From an optimization exercise on the open Yosys and OpenROAD flow, aimed at a short achievable clock period; shortcuts taken in it are not production practice. Only simulation tests tie the RTL to the original design; equivalence was not proved. Power and IR drop assume default switching activity.

==> flow/design.v (outline; a module is shown in full before it is edited, if it fits) <==
// module viking_core: 455 lines
// module mul23_pp: 552 lines
// module mul23_fin: 536 lines
// module div_r8: 64 lines
// module div_r16: 85 lines
// module div_r32: 166 lines
// module div_mults: 80 lines
// module ks_add15: 16 lines
// module ks_add23: 18 lines
// module ks_add27: 18 lines
// module ks_add28: 18 lines
// module ks_add46: 20 lines
module viking_core (
    input  wire        clk,
    input  wire        rst,           
    input  wire [31:0] budget,        
    output wire        mem_req,
    output wire        mem_we,
    output wire [14:0] mem_addr,
    output wire [23:0] mem_wdata,
    input  wire [23:0] mem_rdata,
    input  wire        mem_ready,
    output wire        done,
    output wire [23:0] reg_a,
    output wire [23:0] reg_b,
    output wire [14:0] reg_x1,
    output wire [14:0] reg_x2,
    output wire [14:0] reg_x3,
    output wire [14:0] reg_pc,
    output wire        flag_overflow,
    output wire        flag_halted,
    output wire [63:0] cost_cycles,
    output reg         diag_valid,
    output reg  [5:0]  diag_op,
    output reg  [14:0] diag_fa
);
  // ...
==> flow/flow/run.sh <==
#!/bin/bash
set -euo pipefail
bash standard.sh SETUP_SLACK_MARGIN=8 finish > standard.log 2>&1
==> flow/standard.sh <==
#!/bin/bash
# synth_recipe.tcl (not shown) runs the flow's synth.tcl, then flattens the netlist and writes it again
# the make line also repeats each setting of config.mk as NAME=value (left out here)
make -C /OpenROAD-flow-scripts/flow DESIGN_CONFIG=/design/flow/config.mk WORK_HOME=/design/flow/orfs CLKGATE_MAP_FILE= SYNTH_SCRIPT=/design/flow/synth_recipe.tcl "${@:-finish}"
==> flow/config.mk <==
export PLATFORM = sky130hd
export DESIGN_NAME = viking_core
export DESIGN_NICKNAME = viking_core
export VERILOG_FILES = /design/flow/design.v
export SDC_FILE = /design/flow/constraint.sdc
export NUM_CORES = 4
export LEC_CHECK = 0
export ABC_CLOCK_PERIOD_IN_PS = 4000
export CAP_MARGIN = 25
export CORE_MARGIN = 2
export CORE_UTILIZATION = 40
export PLACE_DENSITY = 0.6
export SLEW_MARGIN = 35
==> flow/constraint.sdc <==
create_clock -name core_clock -period 12.0 [get_ports {clk}]
set_input_delay 2.4000 -clock core_clock [delete_from_list [all_inputs] [get_ports {clk}]]
set_output_delay 2.4000 -clock core_clock [all_outputs]
set_load 0.01 [all_outputs]
==> reports/results.tsv, run 1 <==
metric	value	unit
cts_inserted_buffers	145	
fillers	27500	
antenna_found_initial	41	
met3_usage	10.0	%
power_density	115	mW/mm²
wire_per_inst	30.3	µm
multi_input_gates	11200	
use_met1	48.5	%
postRouteWirelength	601000	µm
arrival	6.10	ns
start_kind	flop	
crit_end	A[21]$_SDFF_PP0_	
busiest_layer	met2	
design_area	0.161	mm²
multi_input_area	0.0977	mm²
finalCritPeriodShare	45.0	%
vias	125000	
drive_above_1_share	23.0	%
path_clk_slew	0.06	ns
final_core_util	52.6	%
fin_cells	19900	
dr.first_iter.drc_count	17800	
worstMarginPinSlew	1.15	ns
synth_nets	16400	
yosysWarnings	1	
layout_commonest_cell	ha_1	
synth_top_family_by_area	adder cells	
cts_buffer_depth	4	
grtUsageTotal	36.3	%
gp_congestion	1.06	
hp-class	reg2reg	
buffers_excl_clock	1809	
synth_area_leaders	edfxtp_1, ha_1, fa_1, xnor2_1, dfxtp_1	
outcome	timing/DRC/antenna clean	
cts_hold_buf	0	
top_register	mul_mid	
multi_input_area_share	60.7	%
Testbench counts, summed over its fixed seeds: clk cycles 232,248.
==> module viking_core, before the edit <==
module viking_core (
    input  wire        clk,
    input  wire        rst,           
    input  wire [31:0] budget,        
    output wire        mem_req,
    output wire        mem_we,
    output wire [14:0] mem_addr,
    output wire [23:0] mem_wdata,
    input  wire [23:0] mem_rdata,
    input  wire        mem_ready,
    output wire        done,
    output wire [23:0] reg_a,
    output wire [23:0] reg_b,
    output wire [14:0] reg_x1,
    output wire [14:0] reg_x2,
    output wire [14:0] reg_x3,
    output wire [14:0] reg_pc,
    output wire        flag_overflow,
    output wire        flag_halted,
    output wire [63:0] cost_cycles,
    output reg         diag_valid,
    output reg  [5:0]  diag_op,
    output reg  [14:0] diag_fa
);
    localparam [5:0] OP_HLT = 6'o00, OP_XEC = 6'o02, OP_STB = 6'o03, OP_STA = 6'o05,
                     OP_ADD = 6'o10, OP_SUB = 6'o11, OP_SKG = 6'o12, OP_SKN = 6'o13,
                     OP_ANA = 6'o15, OP_ORA = 6'o16, OP_ERA = 6'o17,
                     OP_LDB = 6'o23, OP_LDA = 6'o24, OP_JSL = 6'o27,
                     OP_MPY = 6'o34, OP_DIV = 6'o35, OP_ARS = 6'o40, OP_ALS = 6'o41,
                     OP_TAB = 6'o55, OP_LDX = 6'o56, OP_IAB = 6'o57, OP_SIX = 6'o66,
                     OP_JPL = 6'o70, OP_JZE = 6'o71, OP_JMI = 6'o72, OP_JNZ = 6'o73,
                     OP_JMP = 6'o74, OP_NOP = 6'o77;
    localparam [3:0] XEC_DEPTH_LIMIT = 4'd8;    
    localparam [1:0] S_RUN = 2'd0, S_DIV = 2'd1, S_DONE = 2'd2;
    localparam [2:0] E_ADD = 3'd0, E_SUB = 3'd1, E_MPY = 3'd2, E_DIV = 3'd7;
    localparam integer DIV_CYC = 5;              
    reg [23:0] A, B;
    reg [14:0] X1, X2, X3, PC;
    reg        overflow, halted;
    reg [7:0]  cyc_lo;     
    reg [55:0] cyc_hi;
    reg [55:0] cyc_hi1;    
    reg [6:0]  cost_q;     
    reg [6:0]  cn;         
    reg        as_ea;      
    reg        we_s;       
    reg        ws_a, ws_b, ws_pc, ws_x1, ws_x2, ws_x3;    
    reg [33:0] rem;        
    reg        unb;        
    reg [1:0]  state;
    reg        pv;         
    reg        pi;         
    reg [23:0] ir;
    reg [14:0] ea_q;       
    reg [14:0] fa;         
    reg [3:0]  depth;
    reg        e_valid;
    reg [2:0]  e_op;
    reg [23:0] e_m;        
    reg [2:0]  dv_cnt;
    reg [22:0] dv_d;       
    reg [27:0] dm3, dm5, dm6, dm7, dm9, dm10, dm11, dm12, dm13, dm14, dm15, dm17, dm18, dm19, dm20, dm21, dm22, dm23, dm24, dm25, dm26, dm27, dm28, dm29, dm30, dm31;   
    reg [22:0] dv_r;       
    reg [22:0] dv_lo;      
    reg        dv_sign;
    wire [23:0] m = mem_rdata;
    function [14:0] xsel(input [1:0] s, input [14:0] x1, input [14:0] x2, input [14:0] x3);
        xsel = (s == 2'd1) ? x1 : (s == 2'd2) ? x2 : (s == 2'd3) ? x3 : 15'd0;
    endfunction
    wire [33:0] left     = rem - {27'd0, cost_q};
    wire        left_neg = left[33];
    wire        left_sml = (left[33:8] == 26'd0);
    wire [8:0]  left_m5  = {1'b0, left[7:0]} - 9'd5;
    wire stop5  = !unb && (left_neg || (left_sml && (left[7:0] <= 8'd5)));
    wire stop6  = !unb && (left_neg || (left_sml && (left[7:0] <= 8'd6)));
    wire stop10 = !unb && (left_neg || (left_sml && (left[7:0] <= 8'd10)));
    wire stop28 = !unb && (left_neg || (left_sml && (left[7:0] <= 8'd28)));
    wire stop44 = !unb && (left_neg || (left_sml && (left[7:0] <= 8'd44)));
    wire stop0  = !unb && (left_neg || (left == 34'd0));
    wire sh_neg = !unb && (left_neg || (left_sml && left_m5[8]));
    wire sh_chk = !unb && !left_neg && left_sml && !left_m5[8] && (left_m5[7:5] == 3'd0);
    wire [5:0] op = ir[23:18];
    wire       ii = ir[17];
    wire [1:0] xs = ir[16:15];
    wire c_rd  = (op == OP_LDA) || (op == OP_LDB) || (op == OP_ADD) || (op == OP_SUB) ||
                 (op == OP_ANA) || (op == OP_ORA) || (op == OP_ERA) || (op == OP_MPY) ||
                 (op == OP_DIV) || (op == OP_SKG) || (op == OP_SKN) ||
                 ((op == OP_LDX) && (xs != 2'd0));
    wire c_wr  = (op == OP_STA) || (op == OP_STB) || (op == OP_JSL) || (op == OP_SIX);
    wire c_cj  = (op == OP_JPL) || (op == OP_JZE) || (op == OP_JMI) || (op == OP_JNZ);
    wire c_jmp = (op == OP_JMP);
    wire c_xec = (op == OP_XEC);
    wire c_sh  = (op == OP_ARS) || (op == OP_ALS);
    wire c_hlt = (op == OP_HLT);
    wire c_nop = (op == OP_NOP) || (op == OP_LDX) || (op == OP_TAB) || (op == OP_IAB);
    wire c_mem = c_rd || c_wr;
    wire c_ea  = c_mem || c_cj || c_jmp || c_xec || c_sh;
    wire c_bad = !(c_ea || c_hlt || c_nop);
    wire a_zero = (A[22:0] == 23'd0);
    wire cj_t   = ((op == OP_JPL) && !A[23] && !a_zero) || ((op == OP_JZE) && a_zero) ||
                  ((op == OP_JMI) && A[23]) || ((op == OP_JNZ) && !a_zero);
    wire xec_lim = (depth == XEC_DEPTH_LIMIT);
    wire in_run  = (state == S_RUN);
    wire k_ind   = in_run && pv && !pi && ii && c_ea;         
    wire k_mem   = in_run && pv && !k_ind && c_mem;           
    wire k_exe   = in_run && pv && !k_ind && !c_mem;          
    wire k_fetch = in_run && !k_ind && !k_mem;                
    wire taken   = pv && (c_jmp || cj_t || (c_xec && !xec_lim));
    wire xec_go  = c_xec && !xec_lim;
    wire halt_x  = c_hlt || c_bad || (c_xec && xec_lim);
    wire use_ea  = pv && (k_ind || k_mem || taken);
    wire [14:0] fetch_addr = taken ? ea_q : PC;
    wire [14:0] pc_inc  = PC + 15'd1;
    wire [14:0] ea_inc  = ea_q + 15'd1;
    wire [4:0] sh_n   = ea_q[4:0];
    wire [6:0] d_exe  = c_sh ? (7'd5 + {2'd0, sh_n}) : c_cj ? 7'd6 :
                        (op == OP_IAB) ? 7'd10 : 7'd5;
    wire stop_exe = halt_x || (c_sh ? (sh_neg || (sh_chk && (left_m5[4:0] <= sh_n))) :
                               c_cj ? stop6 : (op == OP_IAB) ? stop10 : stop5);
    wire end_exe  = k_exe && !xec_go && stop_exe;             
    wire [5:0] f_op = m[23:18];
    wire f_wr  = (f_op == OP_STA) || (f_op == OP_STB) || (f_op == OP_JSL) || (f_op == OP_SIX);
    wire f_mem = f_wr || (f_op == OP_LDA) || (f_op == OP_LDB) || (f_op == OP_ADD) ||
                 (f_op == OP_SUB) || (f_op == OP_ANA) || (f_op == OP_ORA) || (f_op == OP_ERA) ||
                 (f_op == OP_MPY) || (f_op == OP_DIV) || (f_op == OP_SKG) || (f_op == OP_SKN) ||
                 ((f_op == OP_LDX) && (m[16:15] != 2'd0));
    wire f_ea  = f_mem || (f_op == OP_JPL) || (f_op == OP_JZE) || (f_op == OP_JMI) ||
                 (f_op == OP_JNZ) || (f_op == OP_JMP) || (f_op == OP_XEC) || (f_op == OP_ARS) ||
                 (f_op == OP_ALS);
    wire [14:0] ea_s1, ea_s2, ea_s3;
    wire        ea_c1, ea_c2, ea_c3;
    ks_add15 u_ea1 (.a(m[14:0]), .b(X1), .ci(1'b0), .s(ea_s1), .co(ea_c1));
    ks_add15 u_ea2 (.a(m[14:0]), .b(X2), .ci(1'b0), .s(ea_s2), .co(ea_c2));
    ks_add15 u_ea3 (.a(m[14:0]), .b(X3), .ci(1'b0), .s(ea_s3), .co(ea_c3));
    wire [14:0] ea0 = (m[16:15] == 2'd1) ? ea_s1 : (m[16:15] == 2'd2) ? ea_s2 :
                      (m[16:15] == 2'd3) ? ea_s3 : m[14:0];
    wire [22:0] cmp_s1, cmp_s2;
    wire        a_ge_m, m_ge_a;
    ks_add23 u_cmp1 (.a(A[22:0]), .b(~m[22:0]), .ci(1'b1), .s(cmp_s1), .co(a_ge_m));
    ks_add23 u_cmp2 (.a(m[22:0]), .b(~A[22:0]), .ci(1'b1), .s(cmp_s2), .co(m_ge_a));
    wire a_gt_m = !m_ge_a;
    wire m_zero = (m[22:0] == 23'd0);
    wire a_neg  = A[23] && !a_zero;
    wire m_neg  = m[23] && !m_zero;
    reg  skg_gt;
    always @(*) begin
        if (!a_neg && m_neg)       skg_gt = 1'b1;
        else if (a_neg && !m_neg)  skg_gt = 1'b0;
        else if (!a_neg)           skg_gt = a_gt_m;
        else                       skg_gt = !a_ge_m;
    end
    wire skip = ((op == OP_SKG) && skg_gt) || ((op == OP_SKN) && (A != m));
    reg [6:0] d_mem;
    reg       stop_mem;
    always @(*) begin
        case (op)
            OP_LDX:  begin d_mem = 7'd5;  stop_mem = stop5;  end
            OP_DIV:  begin d_mem = 7'd44; stop_mem = stop44; end
            OP_MPY:  begin d_mem = 7'd28; stop_mem = stop28; end
            default: begin d_mem = 7'd10; stop_mem = stop10; end
        endcase
    end
    wire        e_msgn   = (e_op == E_SUB) ? ~e_m[23] : e_m[23];
    wire [23:0] sum_same;
    wire [22:0] dif_am, dif_ma;
    wire        e_age, e_mga;
    ks_add23 u_add (.a(A[22:0]), .b(e_m[22:0]), .ci(1'b0), .s(sum_same[22:0]), .co(sum_same[23]));
    ks_add23 u_sam (.a(A[22:0]), .b(~e_m[22:0]), .ci(1'b1), .s(dif_am), .co(e_age));
    ks_add23 u_sma (.a(e_m[22:0]), .b(~A[22:0]), .ci(1'b1), .s(dif_ma), .co(e_mga));
    wire [22:0] diff_mag = e_age ? dif_am : dif_ma;
    reg  [23:0] add_res;
    reg         add_ovf;
    always @(*) begin
        if (A[23] == e_msgn) begin
            add_ovf = sum_same[23];
            add_res = {(A[23] && (sum_same != 24'd0)), sum_same[22:0]};
        end else begin
            add_ovf = 1'b0;
            if (diff_mag == 23'd0)
                add_res = 24'd0;
            else
                add_res = {(e_age ? A[23] : e_msgn), diff_mag};
        end
    end
    wire [225:0] mul_mid_d;
    reg  [225:0] mul_mid;
    mul23_pp  u_mpp (.a(m[22:0]), .b(B[22:0]), .mid(mul_mid_d));
    wire [45:0] prod;
    mul23_fin u_mfin (.mid(mul_mid), .p(prod));
    wire        p_sgn  = (B[23] ^ e_m[23]) && (B[22:0] != 23'd0) && (e_m[22:0] != 23'd0);
    wire [22:0] ars_m  = A[22:0] >> sh_n;
    wire [22:0] als_m  = A[22:0] << sh_n;
    wire [27:0] d1  = {5'd0, dv_d};
    wire [27:0] d2  = {4'd0, dv_d, 1'b0};
    wire [27:0] d4  = {3'd0, dv_d, 2'b0};
    wire [27:0] d8  = {2'd0, dv_d, 3'b0};
    wire [27:0] d16 = {1'd0, dv_d, 4'b0};
    wire [27:0] m3_d;
    wire [27:0] m5_d;
    wire [27:0] m6_d;
    wire [27:0] m7_d;
    wire [27:0] m9_d;
    wire [27:0] m10_d;
    wire [27:0] m11_d;
    wire [27:0] m12_d;
    wire [27:0] m13_d;
    wire [27:0] m14_d;
    wire [27:0] m15_d;
    wire [27:0] m17_d;
    wire [27:0] m18_d;
    wire [27:0] m19_d;
    wire [27:0] m20_d;
    wire [27:0] m21_d;
    wire [27:0] m22_d;
    wire [27:0] m23_d;
    wire [27:0] m24_d;
    wire [27:0] m25_d;
    wire [27:0] m26_d;
    wire [27:0] m27_d;
    wire [27:0] m28_d;
    wire [27:0] m29_d;
    wire [27:0] m30_d;
    wire [27:0] m31_d;
    div_mults u_dm (.d(dv_d), .m3(m3_d), .m5(m5_d), .m6(m6_d), .m7(m7_d), .m9(m9_d), .m10(m10_d), .m11(m11_d), .m12(m12_d), .m13(m13_d), .m14(m14_d), .m15(m15_d), .m17(m17_d), .m18(m18_d), .m19(m19_d), .m20(m20_d), .m21(m21_d), .m22(m22_d), .m23(m23_d), .m24(m24_d), .m25(m25_d), .m26(m26_d), .m27(m27_d), .m28(m28_d), .m29(m29_d), .m30(m30_d), .m31(m31_d));
    wire [22:0] r8, r32;
    wire [2:0]  q8;
    wire [4:0]  q32;
    div_r8  u_d8  (.rr({dv_r, dv_lo[22:20]}), .d(dv_d), .r(r8), .q(q8));
    div_r32 u_d32 (.rr({dv_r, dv_lo[22:18]}), .d1(d1), .d2(d2), .d3(dm3), .d4(d4), .d5(dm5), .d6(dm6), .d7(dm7), .d8(d8), .d9(dm9), .d10(dm10), .d11(dm11), .d12(dm12), .d13(dm13), .d14(dm14), .d15(dm15), .d16(d16), .d17(dm17), .d18(dm18), .d19(dm19), .d20(dm20), .d21(dm21), .d22(dm22), .d23(dm23), .d24(dm24), .d25(dm25), .d26(dm26), .d27(dm27), .d28(dm28), .d29(dm29), .d30(dm30), .d31(dm31),
                   .r(r32), .q(q32));
    always @(*) begin
        if (k_exe)      cn = xec_go ? 7'd5 : d_exe;
        else if (k_mem) cn = d_mem;
        else            cn = 7'd0;
    end
    wire [8:0]  cost_lo = {1'b0, cyc_lo} + {2'b00, cn};
    wire [55:0] cyc_hi2 = cyc_hi1 + 56'd1;
    reg [23:0] wdata;
    always @(*) begin
        case (op)
            OP_STA:  wdata = A;
            OP_STB:  wdata = B;
            OP_JSL:  wdata = {9'd0, PC};
            default: wdata = {9'd0, xsel(xs, X1, X2, X3)};
        endcase
    end
    assign mem_req   = in_run;
    wire   sel_ea    = as_ea;
    assign mem_we    = we_s;
    assign mem_addr  = sel_ea ? ea_q : PC;
    assign mem_wdata = ({24{ws_a}} & A) | ({24{ws_b}} & B) | ({9'd0, {15{ws_pc}} & PC}) |
                       ({9'd0, {15{ws_x1}} & X1}) | ({9'd0, {15{ws_x2}} & X2}) |
                       ({9'd0, {15{ws_x3}} & X3});
    assign done      = (state == S_DONE) && !e_valid;
    wire hold = !mem_ready;
    always @(posedge clk) begin
        diag_valid <= 1'b0;
        if (rst) begin
            A        <= 24'd0;
            B        <= 24'd0;
            X1       <= 15'd0;
            X2       <= 15'd0;
            X3       <= 15'd0;
            PC       <= 15'd0;
            overflow <= 1'b0;
            halted   <= 1'b0;
            cyc_lo   <= 8'd0;
            cyc_hi   <= 56'd0;
            cyc_hi1  <= 56'd1;
            cost_q   <= 7'd0;
            as_ea    <= 1'b0;
            we_s     <= 1'b0;
            rem      <= {2'b00, budget};
            unb      <= (budget == 32'd0);
            state    <= S_RUN;
            pv       <= 1'b0;
            pi       <= 1'b0;
            depth    <= 4'd0;
            e_valid  <= 1'b0;
            diag_op  <= 6'd0;
            diag_fa  <= 15'd0;
        end else begin
            e_m     <= m;
            mul_mid <= mul_mid_d;
            if (state != S_DIV) begin
                dv_d    <= m[22:0];
                dv_r    <= A[22:0];
                dv_lo   <= B[22:0];
                dv_sign <= A[23] ^ m[23];
                dv_cnt  <= 3'd0;
            end
            rem     <= left;
            e_valid <= 1'b0;
            if (e_valid) begin
                case (e_op)
                    E_ADD, E_SUB: begin
                        A <= add_res;
                        if (add_ovf) overflow <= 1'b1;
                    end
                    E_MPY: begin
                        A <= {p_sgn, prod[45:23]};
                        B <= {p_sgn, prod[22:0]};
                    end
                    default: begin    
                        B <= {dv_sign && (dv_lo[22:0] != 23'd0), dv_lo[22:0]};
                        A <= {A[23] && (dv_r != 23'd0), dv_r};
                    end
                endcase
            end
            if (in_run && !hold) begin
                if (k_exe) begin
                    if (xec_go) begin
                        depth  <= depth + 4'd1;
                    end else begin
                        depth  <= 4'd0;
                        if (halt_x) halted <= 1'b1;
                        if (c_bad || c_xec) begin
                            diag_valid <= 1'b1;
                            diag_op    <= op;
                            diag_fa    <= fa;
                        end
                        case (op)
                            OP_ARS: A <= {A[23], ars_m};
                            OP_ALS: A <= {A[23], als_m};
                            OP_TAB: B <= A;
                            OP_IAB: begin A <= B; B <= A; end
                            default: ;
                        endcase
                    end
                end
                if (k_ind) begin
                    ea_q  <= m[14:0];
                    pi    <= 1'b1;
                    as_ea <= c_mem || c_jmp || c_xec;
                    we_s  <= c_wr;
                end else if (k_mem) begin
                    pv    <= 1'b0;
                    as_ea <= 1'b0;
                    we_s  <= 1'b0;
                    case (op)
                        OP_LDA: A <= m;
                        OP_LDB: B <= m;
                        OP_ANA: A <= A & m;
                        OP_ORA: A <= A | m;
                        OP_ERA: A <= A ^ m;
                        OP_LDX: case (xs)
                                    2'd1: X1 <= m[14:0];
                                    2'd2: X2 <= m[14:0];
                                    2'd3: X3 <= m[14:0];
                                    default: ;
                                endcase
                        default: ;
                    endcase
                    if (op == OP_ADD || op == OP_SUB || op == OP_MPY) e_valid <= 1'b1;
                    e_op <= (op == OP_ADD) ? E_ADD : (op == OP_SUB) ? E_SUB : E_MPY;
                    if (op == OP_JSL) PC <= ea_inc;
                    else if (skip)    PC <= pc_inc;
                    if (op == OP_DIV && !a_ge_m) begin
                        state <= S_DIV;
                    end else begin
                        if (op == OP_DIV) overflow <= 1'b1;
                        depth  <= 4'd0;
                        if (stop_mem) state <= S_DONE;
                    end
                end else if (end_exe) begin
                    pv    <= 1'b0;
                    as_ea <= 1'b0;
                    we_s  <= 1'b0;
                    PC    <= c_hlt ? fa : fetch_addr;
                    state <= S_DONE;
                end else if (k_exe && c_cj && cj_t) begin
                    pv    <= 1'b0;
                    as_ea <= 1'b0;
                    we_s  <= 1'b0;
                    PC    <= ea_q;
                end else begin
                    ir   <= m;
                    ea_q <= ea0;
                    fa   <= fetch_addr;
                    PC   <= taken ? ea_inc : pc_inc;
                    pv   <= 1'b1;
                    pi   <= 1'b0;
                    as_ea <= (m[17] && f_ea) || f_mem || (m[23:18] == OP_JMP) ||
                             (m[23:18] == OP_XEC);
                    we_s  <= !m[17] && f_wr;
                    ws_a  <= (m[23:18] == OP_STA);
                    ws_b  <= (m[23:18] == OP_STB);
                    ws_pc <= (m[23:18] == OP_JSL);
                    ws_x1 <= (m[23:18] == OP_SIX) && (m[16:15] == 2'd1);
                    ws_x2 <= (m[23:18] == OP_SIX) && (m[16:15] == 2'd2);
                    ws_x3 <= (m[23:18] == OP_SIX) && (m[16:15] == 2'd3);
                end
            end
            cost_q  <= (in_run && hold) ? 7'd0 : cn;
            if (!(in_run && hold)) begin
                cyc_lo <= cost_lo[7:0];
                if (cost_lo[8]) begin
                    cyc_hi  <= cyc_hi1;
                    cyc_hi1 <= cyc_hi2;
                end
            end
            if (state == S_DIV) begin
                if (dv_cnt == 3'd0) begin
                    dv_r  <= r8;
                    dv_lo <= {dv_lo[19:0], q8};
                    dm3 <= m3_d;
                    dm5 <= m5_d;
                    dm6 <= m6_d;
                    dm7 <= m7_d;
                    dm9 <= m9_d;
                    dm10 <= m10_d;
                    dm11 <= m11_d;
                    dm12 <= m12_d;
                    dm13 <= m13_d;
                    dm14 <= m14_d;
                    dm15 <= m15_d;
                    dm17 <= m17_d;
                    dm18 <= m18_d;
                    dm19 <= m19_d;
                    dm20 <= m20_d;
                    dm21 <= m21_d;
                    dm22 <= m22_d;
                    dm23 <= m23_d;
                    dm24 <= m24_d;
                    dm25 <= m25_d;
                    dm26 <= m26_d;
                    dm27 <= m27_d;
                    dm28 <= m28_d;
                    dm29 <= m29_d;
                    dm30 <= m30_d;
                    dm31 <= m31_d;
                end else begin
                    dv_r  <= r32;
                    dv_lo <= {dv_lo[17:0], q32};
                end
                dv_cnt <= dv_cnt + 3'd1;
                if (dv_cnt == DIV_CYC - 1) begin
                    e_valid <= 1'b1;
                    e_op    <= E_DIV;
                    depth   <= 4'd0;
                    state   <= stop0 ? S_DONE : S_RUN;
                end
            end
        end
    end
    assign reg_a         = A;
    assign reg_b         = B;
    assign reg_x1        = X1;
    assign reg_x2        = X2;
    assign reg_x3        = X3;
    assign reg_pc        = PC;
    assign flag_overflow = overflow;
    assign flag_halted   = halted;
    assign cost_cycles   = {cyc_hi, cyc_lo};
endmodule
==> run 2, diff against run 1 <==
--- a/flow/design.v
+++ b/flow/design.v
@@ -43,6 +43,7 @@
     reg [6:0]  cost_q;     
     reg [6:0]  cn;         
     reg        as_ea;      
+    reg        cj_z, cj_nz, cj_mi, cj_pl;    
     reg        we_s;       
     reg        ws_a, ws_b, ws_pc, ws_x1, ws_x2, ws_x3;    
     reg [33:0] rem;        
@@ -245,7 +246,8 @@
         endcase
     end
     assign mem_req   = in_run;
-    wire   sel_ea    = as_ea;
+    wire   sel_ea    = as_ea || (cj_z && a_zero) || (cj_nz && !a_zero) || (cj_mi && A[23]) ||
+                       (cj_pl && !A[23] && !a_zero);
     assign mem_we    = we_s;
     assign mem_addr  = sel_ea ? ea_q : PC;
     assign mem_wdata = ({24{ws_a}} & A) | ({24{ws_b}} & B) | ({9'd0, {15{ws_pc}} & PC}) |
@@ -269,6 +271,10 @@
             cyc_hi1  <= 56'd1;
             cost_q   <= 7'd0;
             as_ea    <= 1'b0;
+            cj_z     <= 1'b0;
+            cj_nz    <= 1'b0;
+            cj_mi    <= 1'b0;
+            cj_pl    <= 1'b0;
             we_s     <= 1'b0;
             rem      <= {2'b00, budget};
             unb      <= (budget == 32'd0);
@@ -332,6 +338,10 @@
                     ea_q  <= m[14:0];
                     pi    <= 1'b1;
                     as_ea <= c_mem || c_jmp || c_xec;
+                    cj_z  <= (op == OP_JZE);
+                    cj_nz <= (op == OP_JNZ);
+                    cj_mi <= (op == OP_JMI);
+                    cj_pl <= (op == OP_JPL);
                     we_s  <= c_wr;
                 end else if (k_mem) begin
                     pv    <= 1'b0;
@@ -365,14 +375,13 @@
                 end else if (end_exe) begin
                     pv    <= 1'b0;
                     as_ea <= 1'b0;
+                    cj_z  <= 1'b0;
+                    cj_nz <= 1'b0;
+                    cj_mi <= 1'b0;
+                    cj_pl <= 1'b0;
                     we_s  <= 1'b0;
                     PC    <= c_hlt ? fa : fetch_addr;
                     state <= S_DONE;
-                end else if (k_exe && c_cj && cj_t) begin
-                    pv    <= 1'b0;
-                    as_ea <= 1'b0;
-                    we_s  <= 1'b0;
-                    PC    <= ea_q;
                 end else begin
                     ir   <= m;
                     ea_q <= ea0;
@@ -382,6 +391,10 @@
                     pi   <= 1'b0;
                     as_ea <= (m[17] && f_ea) || f_mem || (m[23:18] == OP_JMP) ||
                              (m[23:18] == OP_XEC);
+                    cj_z  <= !m[17] && (m[23:18] == OP_JZE);
+                    cj_nz <= !m[17] && (m[23:18] == OP_JNZ);
+                    cj_mi <= !m[17] && (m[23:18] == OP_JMI);
+                    cj_pl <= !m[17] && (m[23:18] == OP_JPL);
                     we_s  <= !m[17] && f_wr;
                     ws_a  <= (m[23:18] == OP_STA);
                     ws_b  <= (m[23:18] == OP_STB);
==> reports/results.tsv, run 2 <==
metric	value	unit	change
outcome	timing/DRC/antenna clean		unchanged
path_clk_slew	0.06	ns	about the same
avgSynthCellArea	8.66	µm²	about the same
top_register	mul_mid		unchanged
detailed_place_hpwl	413000	µm	was 407000 µm
synth-main-ff-cell	edfxtp_1		unchanged
layout_commonest_cell	ha_1		unchanged
p_int	0.0108	W	about the same
ys_types	110		was 107
critical_path_required	9.60	ns	was 12.70 ns
cp-end-kind	output port		was flop
postRouteWirelength	610000	µm	was 601000 µm
drive_above_1_share	22.6	%	was 23.0%
busiest_layer	met2		unchanged
place_area	0.134	mm²	was 0.132 mm²
hp-class	reg2reg		unchanged
switching_power	0.00793	W	was 0.00774 W
synth_area_leaders	edfxtp_1, ha_1, fa_1, xnor2_1, dfxtp_1		unchanged
cts_max_level	4		unchanged
antenna_left	0		unchanged
seq_power_share	22.7	%	was 23.0%
fin_ws	6.45	ns	was 6.60 ns
die_area	0.317	mm²	was 0.312 mm²
use_met2	51.8	%	was 52.0%
worstHoldPathCells	2		unchanged
rsz0062_at_grt	true		unchanged
switching_share	42.3	%	was 41.7%
cp_max_fo	4		unchanged
grtUsageTotal	36.4	%	was 36.3%
fp.dieH	563	µm	was 559 µm
biggestRegsByFlops	mul_mid: 226 flops, cyc_hi1: 56 flops, cyc_hi: 56 flops		unchanged
syn_area	0.125	mm²	was 0.123 mm²
portBuffers	296		unchanged
timing.rr.end	dv_r[6]$_DFFE_PN_		was A[21]$_SDFF_PP0_
r2r_start	dv_d[0]$_DFFE_PP_		was mul_mid[35]$_DFFE_PN_
grt_pass1_wl	843000	µm	was 837000 µm
synth_nets	16600		was 16.4k
dr.pass1.iters	10		was 12
clkPwrFrac	24.1	%	was 24.6%
fin_nets	17900		was 17.8k
wire_per_inst	30.4	µm	was 30.3 µm
gp_congestion	1.04		was 1.06
root_buffer	clkbuf_16		unchanged
syn_inst	14400		was 14.2k
yosys.area.top_type	edfxtp_1		unchanged
insertion_delay	0.89	ns	was 0.88 ns
synth.most_common_cell	ha_1		unchanged
ys_seq_elements	1057		was 1053
antenna_found_initial	36		was 41
crit_type	reg2out		was reg2reg
worstMarginPinSlew	1.23	ns	was 1.15 ns
synth_top_area_share	18.0	%	was 18.3%
yosys-top-cells-count	ha_1, inv_1, nand2_1		was ha_1, inv_1, a21oi_1
cts_hold_buf	0		unchanged
yosysWarnings	1		unchanged
fin_cells	20100		was 19.9k
largest_reg_flops	226		unchanged
hold_start	cyc_hi[41]$_SDFFE_PP0P_		was cyc_hi[26]$_SDFFE_PP0P_
grt_overflow	0		unchanged
pwr-share-comb	53.2	%	was 52.5%
grt_start_max_net_pins	126		was 144
drv_cap	0		unchanged
post-route-min-period	5.55	ns	was 5.40 ns
grt_pass1_vias	116000		was 115k
hold_ws	0.452	ns	was 0.450 ns
met3_usage	9.40	%	was 10.0%
reg2reg_depth	21		was 19
arrival	3.15	ns	was 6.10 ns
vdd_drop_max	105	µV	was 133 µV
finClkSkew	0.0791	ns	was 0.0467 ns
slew_viol_final	0		unchanged
finalHoldViolCount	0		unchanged
async_flop_share	0	%	unchanged
hold_path_end	cyc_hi[41]$_SDFFE_PP0P_		was cyc_hi[26]$_SDFFE_PP0P_
die_w	563	µm	was 559 µm
cts_tree	yes		unchanged
synth_edf_count	750		unchanged
reg2reg_slack	6.78	ns	was 6.60 ns
critPathLaunch	A[1]$_SDFF_PP0_		was mul_mid[35]$_DFFE_PN_
dp.cells	18600		was 18.4k
start_kind	flop		unchanged
setup_tns	0	ns	unchanged
final_cell_mix	ha_1, inv_1, nand2_1, buf_4, nor2_1		unchanged
rows	205		was 203
place_ws	5.01	ns	about the same
area_growth_syn_to_layout	30.6	%	was 30.7%
slew_headroom	17.7	%	was 22.5%
power_density	115	mW/mm²	about the same
cts_sinks	1057		was 1053
leakage	70.1	nW	was 69.6 nW
cts_inserted_buffers	145		unchanged
io_pins	297		unchanged
final-setup-viol-count	0		unchanged
drc	0		unchanged
vias	127000		was 125k
cts_buffer_depth	4		unchanged
synth_seq_area_share	23.0	%	was 23.2%
dr.first_iter.drc_count	18600		was 17.8k
via_per_inst	6.30		was 6.28
fmax	180	MHz	was 185 MHz
start_util	40.1	%	was 40.2%
design_area	0.163	mm²	was 0.161 mm²
use_met1	49.1	%	was 48.5%
coreArea	0.311	mm²	was 0.306 mm²
finalCritPeriodShare	46.3	%	was 45.0%
## run 2: critical path: stages (launching register included)
cell     delay (ns)
dfxtp_2        0.33
buf_12         0.12
nor4_4         0.28
and4_4         0.35
nand3_4        0.11
and2_4         0.18
o21ai_4        0.22
buf_6          0.14
buf_6          0.11
mux2_4         0.31
buf_6          0.12
## run 2: metal layers
layer	up-vias	wire length, µm
li1	54900	-
met1	61200	241000
met2	8453	246000
met3	1896	76000
met4	16	47300
met5	-	352
## run 2: through the flow
step / utilization [%] / total power, W
final: 52.4 / 0.0187
after global routing: 52.4 / 0.0194
after CTS: 50.1 / 0.0175
after detailed placement: 42.9 / 0.0111
after global placement: 42.9 / 0.0111
after floorplan: - / 0.00887
## run 2: worst max path at each step
stage,endpoint,cells past startpoint,slack (ns)
floorplan,dm11[10]$_DFFE_PP_,4,3.19
global placement,dv_lo[4]$_DFFE_PN_,16,5.06
detailed placement,cyc_hi1[55]$_SDFFE_PP0P_,20,5.01
CTS,mem_addr[6],10,6.44
global route,mem_addr[0],10,6.41
finish,mem_addr[11],10,6.45
## run 2: cells by family (layout without fill, tap and decap cells)
group | Yosys count | in the layout | synth area share [%]
other | 0 | 25 | 0
XOR/XNOR | 1383 | 1383 | 9.70
AND/OR/NAND/NOR | 3682 | 3686 | 14.1
AO/OA/AOI/OAI | 4099 | 4103 | 22.1
buffers and inverters | 1946 | 3435 | 5.89
adder cells (fa/ha/maj) | 2075 | 2075 | 23.6
multiplexers | 176 | 176 | 1.56
flip-flops | 1057 | 1057 | 23.0
## run 2: what timing repair did
item / in CTS / in global routing
cloned: 57 / 15
endpoints found under the setup margin: 1070 / 507
resized for setup: 2839 / 870
pin swaps: 699 / 696
setup buffers: 747 / 350
## run 2: cell type report
class | count | area, µm²
clock buffers | 178 | 3890
fillers | 28200 | 148000
flip-flops and latches | 1057 | 28900
diodes | 25 | 62.6
well taps | 4140 | 5180
clock inverters | 78 | 778
inverters | 1387 | 5490
repair buffers | 1792 | 18800
multi-input cells | 11400 | 99800
## run 2: power groups by stage
stage / Combinational [W] / Sequential, W / Clock (W)
after floorplan: 0.00450 / 0.00437 / 0
after global placement: 0.00670 / 0.00436 / 0
after detailed placement: 0.00673 / 0.00436 / 0
after CTS: 0.00870 / 0.00425 / 0.00453
after global routing: 0.0105 / 0.00427 / 0.00465
final: 0.00997 / 0.00426 / 0.00451
Testbench counts of run 2, summed over its fixed seeds: clk cycles 221,937.
==> run 3, diff against run 2 <==
==> flow/flow/run.sh (replaced) <==
#!/bin/bash
set -euo pipefail
bash standard.sh SETUP_SLACK_MARGIN=10 finish > standard.log 2>&1
==> reports/results.tsv, run 3 <==
metric	value	unit	change
outcome	timing/DRC/antenna clean		unchanged
biggestRegsByFlops	mul_mid: 226 flops, cyc_hi1: 56 flops, cyc_hi: 56 flops		unchanged
fp.dieH	563	µm	unchanged
antenna_left	0		unchanged
ys_types	110		unchanged
postRouteWirelength	706000	µm	was 610000 µm
cts_buffer_depth	4		unchanged
finalHoldViolCount	0		unchanged
gp_congestion	1.07		was 1.04
post-route-min-period	5.63	ns	was 5.55 ns
antenna_found_initial	26		was 36
synth.most_common_cell	ha_1		unchanged
cp-end-kind	output port		unchanged
syn_inst	14400		unchanged
rows	205		unchanged
via_per_inst	6.55		was 6.30
slew_viol_final	0		unchanged
cts_tree	yes		unchanged
wl_met3	105000	µm	was 76000 µm
rsz0062_at_grt	true		unchanged
fin_ws	6.37	ns	was 6.45 ns
grtUsageTotal	40.7	%	was 36.4%
drv_cap	0		unchanged
layout_commonest_cell	ha_1		unchanged
topRoutingLayerUsed	met5		unchanged
wire_per_inst	33.9	µm	was 30.4 µm
die_area	0.317	mm²	unchanged
register_area	0.0292	mm²	was 0.0289 mm²
final_cell_mix	ha_1, inv_1, buf_4, nand2_1, nor2_1		was ha_1, inv_1, nand2_1, buf_4, nor2_1
worst_path_largest_cell_delay	0.32	ns	was 0.35 ns
cp_slowest_cell	dfxtp_2		was and4_4
coreArea	0.311	mm²	unchanged
syn_area	0.125	mm²	unchanged
p_total	0.0201	W	was 0.0187 W
yosys-top-cells-count	ha_1, inv_1, nand2_1		unchanged
crit_buf_inv	4		unchanged
ys_seq_elements	1057		unchanged
start_kind	flop		unchanged
path_clk_slew	0.06	ns	about the same
portBuffers	296		unchanged
critical_path_required	9.60	ns	about the same
power_density	111	mW/mm²	was 115 mW/mm²
vdd_drop_max	124	µV	was 105 µV
grt_pass1_vias	124000		was 116k
yosysWarnings	1		unchanged
die_w	563	µm	unchanged
fmax	178	MHz	was 180 MHz
dr.pass1.iters	13		was 10
critPathTopFamily	simple AND/OR/NAND/NOR gates		unchanged
io_pins	297		unchanged
largest_reg_flops	226		unchanged
drive_above_1_share	32.3	%	was 22.6%
yosys.area.top_type	edfxtp_1		unchanged
cts_max_level	4		unchanged
met1Wirelength	260000	µm	was 241000 µm
crit_top_cell	buf_6		unchanged
final_core_util	58.2	%	was 52.4%
grt_start_max_net_pins	69		was 126
multi_input_area	0.104	mm²	was 0.0998 mm²
arrival	3.23	ns	was 3.15 ns
insertion_delay	0.93	ns	was 0.89 ns
avgSynthCellArea	8.66	µm²	unchanged
final-setup-viol-count	0		unchanged
synth_edf_count	750		unchanged
synth_nets	16600		unchanged
async_flop_share	0	%	unchanged
wl_met2	275000	µm	was 246000 µm
drc	0		unchanged
area_growth_syn_to_layout	45.1	%	was 30.6%
crit_type	reg2out		unchanged
root_buffer	clkbuf_16		unchanged
fin_nets	18700		was 17.9k
synth_top_area_share	18.0	%	unchanged
synth_area_leaders	edfxtp_1, ha_1, fa_1, xnor2_1, dfxtp_1		unchanged
synth-main-ff-cell	edfxtp_1		unchanged
top_register	mul_mid		unchanged
grt_overflow	0		unchanged
finClkSkew	0.102	ns	was 0.0791 ns
hp-class	reg2reg		unchanged
dr.first_iter.drc_count	21500		was 18.6k
synth_seq_area_share	23.0	%	unchanged
place_ws	5.55	ns	was 5.01 ns
grt_pass1_wl	931000	µm	was 843000 µm
start_util	40.1	%	unchanged
vias	136000		was 127k
cp_cell_sequence	buf_12 > nor4_4 > and4_4 > nand3_4 > and2_4 > o21ai_4 > buf_8 > buf_6 > mux2_4 > buf_6		was buf_12 > nor4_4 > and4_4 > nand3_4 > and2_4 > o21ai_4 > buf_6 > buf_6 > mux2_4 > buf_6
setup_tns	0	ns	unchanged
cp_max_fo	4		unchanged
detailed_place_hpwl	430000	µm	was 413000 µm
cts_inserted_buffers	147		was 145
slew_headroom	32.7	%	was 17.7%
leakage	77.5	nW	was 70.1 nW
worstMarginPinSlew	0.999	ns	was 1.23 ns
finalCritPeriodShare	46.9	%	was 46.3%
fillers	25500		was 28.2k
cts_sinks	1057		unchanged
## run 3: worst reg2reg max path: stages (launching register included)
cell and delay, ns:
edfxtp_1 0.39, fa_1 0.56, inv_2 0.04, fa_2 0.47, fa_1 0.56, inv_2 0.06
ha_4 0.25, a211o_1 0.35, a21oi_4 0.23, buf_6 0.15, nand2_4 0.05, a31oi_4 0.21
o21a_2 0.18, buf_6 0.11, a211oi_4 0.04, buf_6 0.15, o31ai_4 0.21, o211ai_1 0.14
buf_4 0.18, a41oi_4 0.28, xor2_4 0.37, o21ai_2 0.10, o311a_1 0.14
## run 3: cells by family after synthesis
family	count (synthesis)	share of synthesized area, %
AOI/OAI and AO/OA	4099	22.1
and+or+nand+nor	3682	14.1
buffers and inverters	1946	5.89
DFF	1057	23.0
adders and majority gates	2075	23.6
xor gates and xnor gates	1383	9.70
muxes	176	1.56
## run 3: final timing paths
path / slack, ns / to / cells after the start / startpoint
max: 6.37 / mem_addr[1] / 10 / A[3]$_SDFF_PP0_
min: 0.46 / cyc_hi[50]$_SDFFE_PP0P_ / 2 / cyc_hi[50]$_SDFFE_PP0P_
max reg2reg: 6.63 / A[19]$_SDFF_PP0_ / 22 / mul_mid[53]$_DFFE_PN_
min reg2reg: 0.46 / cyc_hi[50]$_SDFFE_PP0P_ / 2 / cyc_hi[50]$_SDFFE_PP0P_
## run 3: power breakdown
group	switching [W]	internal (W)	total (W)
Sequential	0.0000996	0.00415	0.00425
Combinational	0.00650	0.00478	0.0113
Clock	0.00202	0.00257	0.00459
## run 3: what timing repair did
item	CTS	global route
pin swaps	1046	1040
hold buffers	0	0
resized for setup	5089	1474
cloned	214	38
setup buffers	1142	535
endpoints found under the setup margin	2013	1987
## run 3: layout make-up
cell class,instances,share of cell area (%)
Tap cell,4140,2.86
Sequential cell,1057,16.1
Inverter,1387,3.08
Timing Repair Buffer,2558,17.9
Clock inverter,62,0.361
Antenna cell,15,0.0207
Multi-Input combinational cell,11400,57.5
Clock buffer,199,2.24
## run 3: metal layers
layer,GRT usage (%),vias up
met5,0.964,-
met4,27.5,38
met3,13.8,3201
met2,56.0,10900
met1,53.3,65700
li1,-,56600
## run 3: metrics by stage
step / cells / hold WS [ns] / instance area, µm²
6_report: 20800 / 0.459 / 181000
5_1_grt: 20800 / 0.475 / 181000
4_1_cts: 20200 / 0.453 / 169000
3_5_place_dp: 18600 / 0.447 / 134000
3_3_place_gp: 18600 / 0.442 / 134000
2_1_floorplan: 14400 / 0.432 / 125000

-- static timing again, ports no longer ideal --
Ports are ideal in the flow. The routed layouts listed here were re-timed in OpenROAD. Step 1: set_driving_cell puts a clkbuf_16 on clk and a buf_2 on each other input, an assumption about the parent block. Step 2 adds t to the input delays and takes it off the output delays; t is the mean of the earliest and latest rising clock arrival at the registers after step 1. Input paths then give back, and output paths get back, about the clock's delay inside the block. a / b / c = no drivers / after step 1 / after step 2; a / b = the first two.
run	shift t [ns]	setup WS [ns]	latest minus earliest clock arrival (ns)
run 1	0.982	6.599 / 6.599 / 6.279	0.049 / 0.049
run 2	0.965	6.446 / 6.340 / 6.336	0.088 / 0.087
run 3	0.990	6.367 / 6.255 / 6.297	0.107 / 0.106
After both steps every run listed still meets setup and hold. For run 1, which loses most, drivers alone change the setup slack by 0.000 ns; drivers and shift together by -0.320 ns.
